From an optimization exercise on the open Yosys and OpenROAD flow, aimed at small area; shortcuts taken in it are not production practice. Only simulation tests tie the RTL to the original design; equivalence was not proved.

garnet:
==> flow/design.v <==
module aht25_crc8 (
    input  wire [18:0] h,
    input  wire [17:0] t,
    output wire [7:0]  crc
);
    assign crc[0] = ~(h[1] ^ h[3] ^ h[4] ^ h[5] ^ h[11] ^ h[12] ^ h[13] ^ h[14] ^ h[18] ^ t[0] ^ t[3] ^ t[4] ^ t[6] ^ t[9] ^ t[10] ^ t[11] ^ t[14] ^ t[15]);
    assign crc[1] = ~(h[2] ^ h[4] ^ h[5] ^ h[6] ^ h[12] ^ h[13] ^ h[14] ^ h[15] ^ t[1] ^ t[4] ^ t[5] ^ t[7] ^ t[10] ^ t[11] ^ t[12] ^ t[15] ^ t[16]);
    assign crc[2] = ~(h[0] ^ h[3] ^ h[5] ^ h[6] ^ h[7] ^ h[13] ^ h[14] ^ h[15] ^ h[16] ^ t[2] ^ t[5] ^ t[6] ^ t[8] ^ t[11] ^ t[12] ^ t[13] ^ t[16] ^ t[17]);
    assign crc[3] = ~(h[1] ^ h[4] ^ h[6] ^ h[7] ^ h[8] ^ h[14] ^ h[15] ^ h[16] ^ h[17] ^ t[3] ^ t[6] ^ t[7] ^ t[9] ^ t[12] ^ t[13] ^ t[14] ^ t[17]);
    assign crc[4] = h[1] ^ h[2] ^ h[3] ^ h[4] ^ h[7] ^ h[8] ^ h[9] ^ h[11] ^ h[12] ^ h[13] ^ h[14] ^ h[15] ^ h[16] ^ h[17] ^ t[0] ^ t[3] ^ t[6] ^ t[7] ^ t[8] ^ t[9] ^ t[11] ^ t[13];
    assign crc[5] = ~(h[0] ^ h[1] ^ h[2] ^ h[8] ^ h[9] ^ h[10] ^ h[11] ^ h[15] ^ h[16] ^ h[17] ^ t[0] ^ t[1] ^ t[3] ^ t[6] ^ t[7] ^ t[8] ^ t[11] ^ t[12] ^ t[15]);
    assign crc[6] = h[1] ^ h[2] ^ h[3] ^ h[9] ^ h[10] ^ h[11] ^ h[12] ^ h[16] ^ h[17] ^ h[18] ^ t[1] ^ t[2] ^ t[4] ^ t[7] ^ t[8] ^ t[9] ^ t[12] ^ t[13] ^ t[16];
    assign crc[7] = ~(h[0] ^ h[2] ^ h[3] ^ h[4] ^ h[10] ^ h[11] ^ h[12] ^ h[13] ^ h[17] ^ h[18] ^ t[2] ^ t[3] ^ t[5] ^ t[8] ^ t[9] ^ t[10] ^ t[13] ^ t[14] ^ t[17]);
endmodule
module aht25_div25_step (
    input  wire [4:0] r,        
    input  wire       b,        
    output wire       qb,       
    output wire [4:0] ro        
);
    wire [5:0] t = {r, b};
    wire b1 = ~t[0];
    wire b2 = ~t[1] & b1;
    wire b3 = ~t[2] & b2;
    wire b4 = ~t[3] | b3;
    wire b5 = ~t[4] | b4;
    assign qb    = t[5] | ~b5;
    assign ro[0] = t[0] ^ qb;
    assign ro[1] = t[1] ^ (qb & b1);
    assign ro[2] = t[2] ^ (qb & b2);
    assign ro[3] = t[3] ^ (qb & ~b3);
    assign ro[4] = t[4] ^ (qb & ~b4);
endmodule
module aht25_convert (
    input  wire        sel_h,   
    input  wire [21:0] hum_s,   
    input  wire [31:0] temp,
    output wire [18:0] q
);
    wire        e133  = hum_s[21];
    wire [22:0] hum_x = e133 ? {1'b0, hum_s[20:0], 1'b0} : {3'b111, hum_s[19:0]};
    wire [22:0] tmp_x = {2'b01, temp[22:2]};
    wire [22:0] x     = sel_h ? hum_x : tmp_x;
    wire [22:0] k     = sel_h ? 23'h38000C : {19'd0, 3'b110, temp[1]};
    wire [22:0] y     = x + k;
    wire [4:0]  r [0:19];
    assign r[19] = {1'b0, y[22:19]};
    genvar i;
    generate
        for (i = 18; i >= 0; i = i - 1) begin : g_step
            aht25_div25_step u_step (.r(r[i+1]), .b(y[i]), .qb(q[i]), .ro(r[i]));
        end
    endgenerate
endmodule
module aht25_engine (
    input  wire        clk,
    input  wire        rst,             
    input  wire        ev_connect,
    input  wire        ev_read,
    input  wire        ev_write,
    input  wire        ev_disconnect,
    input  wire [6:0]  address,
    input  wire        write_intent,    
    input  wire [7:0]  data,
    input  wire [31:0] hum,             
    input  wire [31:0] temp,            
    output reg         ack,
    output reg  [7:0]  rdata
);
    localparam [7:0] STATUS = 8'h18;
    reg        measuring;
    reg [2:0]  read_index;
    reg [1:0]  write_index;
    reg        prefix_ok;       
    reg [17:0] raw_t;           
    reg [21:0] hum_s;           
    wire [18:0] div_q;
    aht25_convert u_convert (
        .sel_h (ev_read),
        .hum_s (hum_s),
        .temp  (temp),
        .q     (div_q)
    );
    wire [18:0] raw_h = div_q;          
    wire [7:0]  crc;
    aht25_crc8 u_crc (
        .h   (raw_h),
        .t   (raw_t),
        .crc (crc)
    );
    reg [7:0] frame_byte;
    always @(*) begin
        case (read_index)
            3'd1:    frame_byte = {1'b1, raw_h[18:12]};
            3'd2:    frame_byte = raw_h[11:4];
            3'd3:    frame_byte = {raw_h[3:0], 2'b01, raw_t[17:16]};
            3'd4:    frame_byte = raw_t[15:8];
            3'd5:    frame_byte = raw_t[7:0];
            3'd6:    frame_byte = crc;
            default: frame_byte = STATUS;
        endcase
    end
    wire trigger = (write_index == 2'd2) && prefix_ok && (data == 8'h33);
    always @(posedge clk) begin
        ack   <= ev_connect ? (address == 7'h38) : 1'b1;
        rdata <= measuring ? frame_byte : STATUS;
        if (ev_write && trigger) begin
            raw_t <= div_q[17:0];
            hum_s <= {hum[23], hum[20:0]};
        end
        if (rst) begin
            measuring   <= 1'b0;
            read_index  <= 3'd0;
            write_index <= 2'd0;
        end else if (ev_connect) begin
            if (address == 7'h38 && measuring)
                read_index <= 3'd0;
        end else if (ev_read) begin
            if (measuring) begin
                read_index <= read_index + 3'd1;
                if (read_index == 3'd7)
                    measuring <= 1'b0;
            end
        end else if (ev_write) begin
            case (write_index)
                2'd0: begin
                    if (data == 8'hBA) begin
                        measuring <= 1'b0;           
                    end else begin
                        write_index <= 2'd1;
                        prefix_ok   <= (data == 8'h00);
                    end
                end
                2'd1: begin
                    write_index <= 2'd2;
                    prefix_ok   <= prefix_ok & (data == 8'hAC);
                end
                default: begin
                    write_index <= 2'd0;
                    if (trigger)
                        measuring <= 1'b1;
                end
            endcase
        end
    end
endmodule
==> flow/config.mk <==
export PLATFORM = sky130hd
export DESIGN_NAME = aht25_engine
export DESIGN_NICKNAME = aht25_engine
export VERILOG_FILES = /design/flow/design.v
export SDC_FILE = /design/flow/constraint.sdc
export NUM_CORES = 4
export LEC_CHECK = 0
export ABC_AREA = 1
export CAP_MARGIN = 20
export CORE_MARGIN = 2
export CORE_UTILIZATION = 40
export CTS_BUF_LIST = sky130_fd_sc_hd__clkbuf_4 sky130_fd_sc_hd__clkbuf_8
export CTS_CLUSTER_SIZE = 10
export GPL_TIMING_DRIVEN = 0
export SLEW_MARGIN = 20
==> flow/constraint.sdc <==
create_clock -name core_clock -period 30.0 [get_ports {clk}]
set_input_delay 6.0000 -clock core_clock [delete_from_list [all_inputs] [get_ports {clk}]]
set_output_delay 6.0000 -clock core_clock [all_outputs]
set_load 0.01 [all_outputs]
standard.sh (not shown) runs the stock make flow with config.mk's settings and CLKGATE_MAP_FILE= SYNTH_SCRIPT=/design/flow/synth_recipe.tcl, a recipe that flattens the netlist after the stock synthesis.
==> flow/flow/run.sh <==
#!/bin/bash
# Layout flow: the standard flow (standard.sh), with two changes:
#  - synthesis maps the logic with area-oriented ABC scripts (flow/abc_*.abc) in place of
#    ORFS's abc_area.script: each is run on the same netlist and the smallest result is kept.
#    Everything else in synthesis, and so every register, is as synth_recipe.tcl makes it.
#  - the port buffers are sky130_fd_sc_hd__buf_1;
#  - make variables listed in flow/make_args.txt, if any, are added to the make command.
# Each tool's output is in orfs/logs/ (synthesis: orfs/logs/.../1_2_yosys.log, which also
# lists each script's area); make's own output is in flow.log.
set -euo pipefail
W=$(pwd)
cat > "$W/area_synth.tcl" <<TCL
set ::area_scripts [lsort [glob {$W/flow/abc_*.abc}]]
proc abc {args} {
  set i [lsearch -exact \$args -script]
  set li [lsearch -exact \$args -liberty]
  set lib [lindex \$args [expr {\$li + 1}]]
  design -save area_pre_abc
  set best_area ""
  set best_script ""
  foreach s \$::area_scripts {
    design -load area_pre_abc
    set a \$args
    lset a [expr {\$i + 1}] \$s
    yosys abc {*}\$a
    yosys tee -q -o {$W/abc_stat.txt} stat -liberty \$lib
    set f [open {$W/abc_stat.txt}]
    set txt [read \$f]
    close \$f
    regexp {Chip area for module '[^']*': ([0-9.]+)} \$txt -> area
    puts "area_synth: \$s gives \$area"
    if {\$best_area eq "" || \$area < \$best_area} {
      set best_area \$area
      set best_script \$s
      design -save area_best
    }
  }
  design -load area_best
  puts "area_synth: kept \$best_script (\$best_area)"
}
source {$W/synth_recipe.tcl}
TCL
sed "s#SYNTH_SCRIPT=[^ ]*#SYNTH_SCRIPT=$W/area_synth.tcl#" "$W/standard.sh" > "$W/area_standard.sh"
ARGS=("BUFFER_PORTS_ARGS=-buffer_cell sky130_fd_sc_hd__buf_1")
# further make variables, one per line
if [[ -f "$W/flow/make_args.txt" ]]; then
  while IFS= read -r line; do [[ -n "$line" ]] && ARGS+=("$line"); done < "$W/flow/make_args.txt"
fi
bash "$W/area_standard.sh" "${ARGS[@]}" finish > "$W/flow.log" 2>&1
==> flow/flow/abc_deep1.abc <==
strash
&get -n
&st
&deepsyn -T 60 -S 2
&dch -f
&nf -a -R 1000
&put
==> flow/flow/abc_deep2.abc <==
strash
&get -n
&st
&deepsyn -T 60 -S 1
&dch -f
&nf -a -R 1000
&put
==> flow/flow/abc_deep3.abc <==
strash
&get -n
&st
&deepsyn -T 120 -S 3
&dch -f
&nf -a -R 1000
&put
==> flow/flow/abc_fast.abc <==
strash
&get -n
&st
&dch -f
&nf -a -R 1000
&st
&syn2
&dch -f
&nf -a -R 1000
&put
==> flow/flow/make_args.txt <==
CTS_ARGS=-sink_clustering_enable -repair_clock_nets -buf_list {sky130_fd_sc_hd__clkbuf_4 sky130_fd_sc_hd__clkbuf_8} -sink_clustering_size 20 -dont_use_dummy_load
For sierra, these inputs were changed with respect to garnet:
Settings: GPL_TIMING_DRIVEN no longer set, was 0.
Notes after the runs:
Post-placement cell count sits higher in sierra than in garnet. Count of cell types in the netlist of garnet is on par with sierra. Comparing detailed-router iteration count before antenna repair for garnet and sierra, the smaller number came from sierra. Compared to garnet, sierra has buffer share of cell area 1.6 points higher. Changes observed in sierra relative to garnet: hold slack lower; placed cell area now sits higher. Wire length across garnet and sierra: no real change. Comparing sierra with garnet, the initial standard-cell utilization of the core came out essentially unchanged. Looking only at headroom to the max-slew limit, and setting everything else aside, the lower value of garnet and sierra goes to garnet. On final critical-path share of the clock period: sierra sits below garnet.
Input changes introduced in maple (baseline for comparison: sierra):
-- flow/flow/make_args.txt --
<<< sierra, line 2
>>> maple, line 2
GPL_KEEP_OVERFLOW=0
removed: flow/flow/abc_deep1.abc
removed: flow/flow/abc_deep2.abc
removed: flow/flow/abc_fast.abc
Findings:
The sequential share of layout area of maple and that of sierra are within noise of each other. For core utilization, maple and sierra come out practically identical. On final net count: between maple and sierra, it ends up lower for maple. Comparing maple and sierra, the lower final cell count was measured on maple. Looking at wire length of the first global-routing pass, maple sits 4.9% lower than sierra does. Clock period minus final worst setup slack in maple is 0.33 ns above sierra. Between sierra and maple, the cell area after layout does not differ in any meaningful way. Compared with sierra, maple has less setup slack. Going from sierra to maple, global-route track usage on met1 shrinks by 0.63 points.

separate check: timing with driven ports:
No port has a modelled driver above. Below, the same layouts with a new extraction and two added sets of constraints.
Step 1, drivers: a clkbuf_16 drives clk and a buf_2 each remaining input, both assumed.
Step 2 moves the port delays by t, midway between the first and last clock arrival at a register: inputs arrive t later, outputs are due t later. That takes back most of the time a late clock gives input paths.
Slacks: ideal ports / drivers / drivers and shift; pairs: ideal ports / drivers.
| run | shift t [ns] | setup WS [ns] | worst setup path after step 2 | worst register clock-pin slew, ns |
|---|---|---|---|---|
| garnet | 0.361 | 2.110 / 2.119 / 1.758 | input to register | 0.10 / 0.10 |
| sierra | 0.353 | 2.419 / 2.433 / 2.079 | input to register | 0.10 / 0.10 |
| maple | 0.354 | 2.087 / 2.098 / 1.743 | input to register | 0.10 / 0.10 |
After both steps every run listed still meets setup and hold. The setup slack of garnet, which loses most, moves by +0.009 ns with the drivers and by -0.352 ns with both steps.
